This design comes from an exercise in tuning for small area on the open sky130 flow, not from production work.
Function was checked by simulation only, so behaviour that the tests miss may differ from the original.
No driver is modelled on the clock port, so clocking that relies on it looks cheaper here than on a real chip.
Power is estimated from default activity; no workload was simulated.

Design mwf1_rx, start of the top module:
module mwf1_rx (
    input  wire        clk,
    input  wire        rst,
    input  wire        rx_valid,
    input  wire [7:0]  rx_data,
    output wire        rx_ready,
    output wire        tx_valid,
    output wire [7:0]  tx_data,
    input  wire        tx_ready,
    output wire        pay_we,
    output wire [14:0] pay_addr,
    output wire [7:0]  pay_wdata,
    output wire        frm_valid,
    output wire [14:0] frm_len,
    input  wire        frm_ready,
    output wire [1:0]  st_phase,
    output wire [1:0]  st_rx_state
);
clock: 5.0 ns
lec_check: 0
cap_margin: 0
core_margin: 2
core_utilization: 70
gpl_timing_driven: 0
place_density: 0.85
slew_margin: 0
standard.sh (not shown) runs the stock make flow with config.mk's settings and CLKGATE_MAP_FILE= SYNTH_SCRIPT=/design/flow/synth_recipe.tcl, a recipe that flattens the netlist after the stock synthesis.
==> flow/flow/run.sh <==
#!/bin/bash
# The standard layout (standard.sh: the standard synthesis and ORFS flow),
# with these changes to how the layout is built:
#  - synthesis maps the logic with an area-oriented ABC script
#    (flow/abc_map.script, used in place of ORFS's abc_speed.script through a
#    copy of ORFS's scripts folder in ./orfs_scripts; nothing else in the
#    copy changes, so the registers are those of the standard synthesis);
#  - the input and output port buffers use the smallest buffer cell
#    (sky130_fd_sc_hd__buf_1);
#  - the clock tree uses clkbuf_8 buffers and no dummy loads.
# standard.sh's full output is written to standard.log in this folder; ORFS
# keeps each step's log under orfs/logs/.
set -o pipefail
rm -rf orfs_scripts
cp -r "$FLOW_HOME/scripts" orfs_scripts
cp flow/abc_map.script orfs_scripts/abc_speed.script
export SCRIPTS_DIR="$PWD/orfs_scripts"
export BUFFER_PORTS_ARGS="-buffer_cell sky130_fd_sc_hd__buf_1"
export CTS_ARGS="-sink_clustering_enable -repair_clock_nets -buf_list sky130_fd_sc_hd__clkbuf_8 -sink_clustering_size 30 -dont_use_dummy_load"
export PRE_GLOBAL_PLACE_TCL="$PWD/flow/pre_gp.tcl"
bash standard.sh > standard.log 2>&1
==> flow/flow/abc_map.script <==
strash
&get -n
&st
&dch -f
&nf -R 1000 -p
&put
strash
&get -n
&st
&syn2
&dch -f
&nf -R 1000 -p
&put
==> flow/flow/pre_gp.tcl <==
# Run before global placement (PRE_GLOBAL_PLACE_TCL hook): remove the
# synthesis buffers, as ORFS does itself when placement is timing-driven.
remove_buffers
The baseline completed without violations.
Then changed:
--- a/flow/flow/run.sh
+++ b/flow/flow/run.sh
@@ -19,3 +19,2 @@
 export CTS_ARGS="-sink_clustering_enable -repair_clock_nets -buf_list sky130_fd_sc_hd__clkbuf_8 -sink_clustering_size 30 -dont_use_dummy_load"
-export PRE_GLOBAL_PLACE_TCL="$PWD/flow/pre_gp.tcl"
 bash standard.sh > standard.log 2>&1
Settings changed: CORE_UTILIZATION 70 to 60, GPL_TIMING_DRIVEN 0 to not set, PLACE_DENSITY 0.85 to 0.75.
removed: flow/flow/pre_gp.tcl
=>
- routed wire length climbs by 2.0%
- worst setup slack gets better by 11 ps
- non-clock buffer count climbs by 3
- first-iteration DRC count fell by 5.6%
- synthesized area is unchanged
- via count shrinks by 1.5%
- count of clock-buffer cells in the layout stays the same
- worst hold slack improved by 19 ps

---

== v2 ==
mwf1_rx again, from the RTL that the note above started with.
Settings: LEC_CHECK=0, CAP_MARGIN=0, CORE_MARGIN=2, CORE_UTILIZATION=40, PLACE_DENSITY=0.6, SLEW_MARGIN=0; clock period 5.0 ns.
==> flow/flow/run.sh <==
#!/bin/bash
# The standard layout (standard.sh: the standard synthesis and ORFS flow),
# with these changes to how the layout is built:
#  - synthesis maps the logic with an area-oriented ABC script
#    (flow/abc_map.script, used in place of ORFS's abc_speed.script through a
#    copy of ORFS's scripts folder in ./orfs_scripts; nothing else in the
#    copy changes, so the registers are those of the standard synthesis);
#  - the input and output port buffers use the smallest buffer cell
#    (sky130_fd_sc_hd__buf_1);
#  - the clock tree uses clkbuf_8 buffers and no dummy loads.
# standard.sh's full output is written to standard.log in this folder; ORFS
# keeps each step's log under orfs/logs/.
set -o pipefail
rm -rf orfs_scripts
cp -r "$FLOW_HOME/scripts" orfs_scripts
cp flow/abc_map.script orfs_scripts/abc_speed.script
export SCRIPTS_DIR="$PWD/orfs_scripts"
export BUFFER_PORTS_ARGS="-buffer_cell sky130_fd_sc_hd__buf_1"
export CTS_ARGS="-sink_clustering_enable -repair_clock_nets -buf_list sky130_fd_sc_hd__clkbuf_8 -sink_clustering_size 30 -dont_use_dummy_load"
bash standard.sh > standard.log 2>&1
Scripts as last shown in full above: flow/flow/abc_map.script
v2 finished end to end and its layout was clean on timing, DRC and antenna.
#### Input delta (v51 over v2)
diff --git a/flow/flow/run.sh b/flow/flow/run.sh
--- a/flow/flow/run.sh
+++ b/flow/flow/run.sh
@@ -8,5 +8,7 @@
 #  - the input and output port buffers use the smallest buffer cell
 #    (sky130_fd_sc_hd__buf_1);
-#  - the clock tree uses clkbuf_8 buffers and no dummy loads.
+#  - the clock tree is built from clkbuf_4 buffers without dummy loads, and
+#    after CTS each clock buffer whose flip-flops would see too slow a clock
+#    slew is upsized to clkbuf_8 (flow/post_cts.tcl).
 # standard.sh's full output is written to standard.log in this folder; ORFS
 # keeps each step's log under orfs/logs/.
@@ -17,4 +19,5 @@
 export SCRIPTS_DIR="$PWD/orfs_scripts"
 export BUFFER_PORTS_ARGS="-buffer_cell sky130_fd_sc_hd__buf_1"
-export CTS_ARGS="-sink_clustering_enable -repair_clock_nets -buf_list sky130_fd_sc_hd__clkbuf_8 -sink_clustering_size 30 -dont_use_dummy_load"
+export CTS_ARGS="-sink_clustering_enable -repair_clock_nets -buf_list sky130_fd_sc_hd__clkbuf_4 -dont_use_dummy_load"
+export POST_CTS_TCL="$PWD/flow/post_cts.tcl"
 bash standard.sh > standard.log 2>&1
==> flow/flow/abc_map.script <==
strash
&get -n
&st
&dch -f
&nf -R 1000 -p
&put
mfs2 -a
strash
&get -n
&st
&syn2
&dch -f
&nf -R 1000 -p
&put
==> flow/flow/post_cts.tcl (new file) <==
estimate_parasitics -placement
foreach inst [get_cells -hierarchical clkbuf*] {
  if {[get_property $inst ref_name] != "sky130_fd_sc_hd__clkbuf_4"} { continue }
  set out [get_pins -of_objects $inst -filter "direction==output"]
  set worst 0
  foreach pin [get_pins -of_objects [get_nets -of_objects $out] -filter "direction==input"] {
    if {[get_property $pin name] != "CLK"} { continue }
    foreach e {rise fall} {
      set s [get_property $pin slew_max_$e]
      if {$s > $worst} { set worst $s }
    }
  }
  if {$worst > 0.112} {
    puts "upsizing [get_name $inst] to clkbuf_8 (clock pin slew $worst ns)"
    replace_cell $inst sky130_fd_sc_hd__clkbuf_8
  }
}
estimate_parasitics -placement
detailed_placement
check_placement -verbose
estimate_parasitics -placement
diff --git a/flow/config.mk b/flow/config.mk
--- a/flow/config.mk
+++ b/flow/config.mk
@@ -8,5 +8,5 @@
 export CAP_MARGIN = 0
 export CORE_MARGIN = 2
-export CORE_UTILIZATION = 40
-export PLACE_DENSITY = 0.6
+export CORE_UTILIZATION = 70
+export PLACE_DENSITY = 0.85
 export SLEW_MARGIN = 0
Findings:
Per the final summary, v51 finished and its layout is clean on timing, DRC and antenna. Between v2 and v51, the flow reports amount of wire on met3 after detailed routing increasing by more than half. Re setup slack: v2 and v51 aren't equal, and the higher value belongs to v2. Re last weighted congestion value of the routability-driven placer: v51 is 0.050 up on v2. There was hardly any difference in synthesized cell count between v51 and v2. On ratio of final minimum period to clock period, the higher figure sits with v51, not v2. v51 vs. v2: number of tap cells added at floorplan fell 46%; number of global-route vias before repair fell 46; global-route wire length before repair fell 7.3%; number of inverters outside the clock class in the layout rose 2. v2 has a higher clock network fraction of total power than v51.
--- input diff v51..v21 ---
diff --git a/flow/flow/run.sh b/flow/flow/run.sh
--- a/flow/flow/run.sh
+++ b/flow/flow/run.sh
@@ -8,7 +8,5 @@
 #  - the input and output port buffers use the smallest buffer cell
 #    (sky130_fd_sc_hd__buf_1);
-#  - the clock tree is built from clkbuf_4 buffers without dummy loads, and
-#    after CTS each clock buffer whose flip-flops would see too slow a clock
-#    slew is upsized to clkbuf_8 (flow/post_cts.tcl).
+#  - the clock tree uses clkbuf_8 buffers and no dummy loads.
 # standard.sh's full output is written to standard.log in this folder; ORFS
 # keeps each step's log under orfs/logs/.
==> flow/flow/abc_map.script <==
strash
&get -n
&st
&dch -f
&nf -R 1000 -p
&put
strash
&get -n
&st
&syn2
&dch -f
&nf -R 1000 -p
&put
==> comparison <==
- Across v21 and v51, none had a timing, DRC or antenna violation.
- NOTE non-clock buffer count v51->v21 increased slightly
- v21 reports a lower largest net degree at the start of global routing than v51 does.
- Re clock network fraction of total power: v21 is 1.0 points down on v51.
- v21 vs v51 — total chip power dropped 0.011 mW.
- Sort v21 and v51 by total vias in the final route asc -> top: v51
- Looking only at synthesized area, and setting everything else aside, the higher value of v21 and v51 goes to v21.
- The lower maximum VDD drop of v21 and v51 is in v21.
- v21 supports a lower top clock frequency than v51.
- Looking at v21 and v51, the switching power share of the total is a wash.
Input-level comparison between v47 and v21:
diff --git a/flow/flow/run.sh b/flow/flow/run.sh
--- a/flow/flow/run.sh
+++ b/flow/flow/run.sh
@@ -17,5 +17,4 @@
 export SCRIPTS_DIR="$PWD/orfs_scripts"
 export BUFFER_PORTS_ARGS="-buffer_cell sky130_fd_sc_hd__buf_1"
-export CTS_ARGS="-sink_clustering_enable -repair_clock_nets -buf_list sky130_fd_sc_hd__clkbuf_4 -dont_use_dummy_load"
-export POST_CTS_TCL="$PWD/flow/post_cts.tcl"
+export CTS_ARGS="-sink_clustering_enable -repair_clock_nets -buf_list sky130_fd_sc_hd__clkbuf_8 -sink_clustering_size 30 -dont_use_dummy_load"
 bash standard.sh > standard.log 2>&1
diff --git a/flow/config.mk b/flow/config.mk
--- a/flow/config.mk
+++ b/flow/config.mk
@@ -8,5 +8,6 @@
 export CAP_MARGIN = 0
 export CORE_MARGIN = 2
-export CORE_UTILIZATION = 70
-export PLACE_DENSITY = 0.85
+export CORE_UTILIZATION = 40
+export GPL_TIMING_DRIVEN = 0
+export PLACE_DENSITY = 0.6
 export SLEW_MARGIN = 0
removed: flow/flow/post_cts.tcl
Results
Compared with v21, v47 shows total power higher by 6.0%. Going from v21 to v47, design area went up 4.7%, routed metal-1 wirelength now larger, tightest hold margin essentially unchanged, sequential cell count has remained practically unchanged, power dissipated by switching net loads has increased. v47 vs. v21: multi-input gate share of total cell area went down by 1.7 points. Between v21 and v47, final worst-path cycle share decreased. On sequential cell area in the final layout, v47 and v21 are neck and neck.

[static timing again, ports no longer ideal]
The flow's constraints put no driver on any port. The routed layouts listed below were extracted and timed again, unchanged, in two steps.
Step 1 assumes that a clkbuf_16 drives the clock port and a buf_2 every other input.
Step 2 also shifts input and output timing later by t, the mid clock arrival at the registers, as if the neighbouring blocks saw the same clock.
Slacks: no drivers / after step 1 / after step 2; pairs: no drivers / after step 1.
run	shift t [ns]	slack for setup (ns)	clock arrival spread, ns
the first run of note 1	0.377	0.312 / 0.312 / 0.312	0.027 / 0.028
the second run of note 1	0.378	0.323 / 0.323 / 0.323	0.025 / 0.025
v2	0.379	0.481 / 0.481 / 0.481	0.013 / 0.013
v51	0.444	0.470 / 0.470 / 0.470	0.033 / 0.033
v21	0.449	0.300 / 0.300 / 0.300	0.020 / 0.020
v47	0.378	0.343 / 0.343 / 0.343	0.016 / 0.016
After both steps every run listed still meets setup and hold.
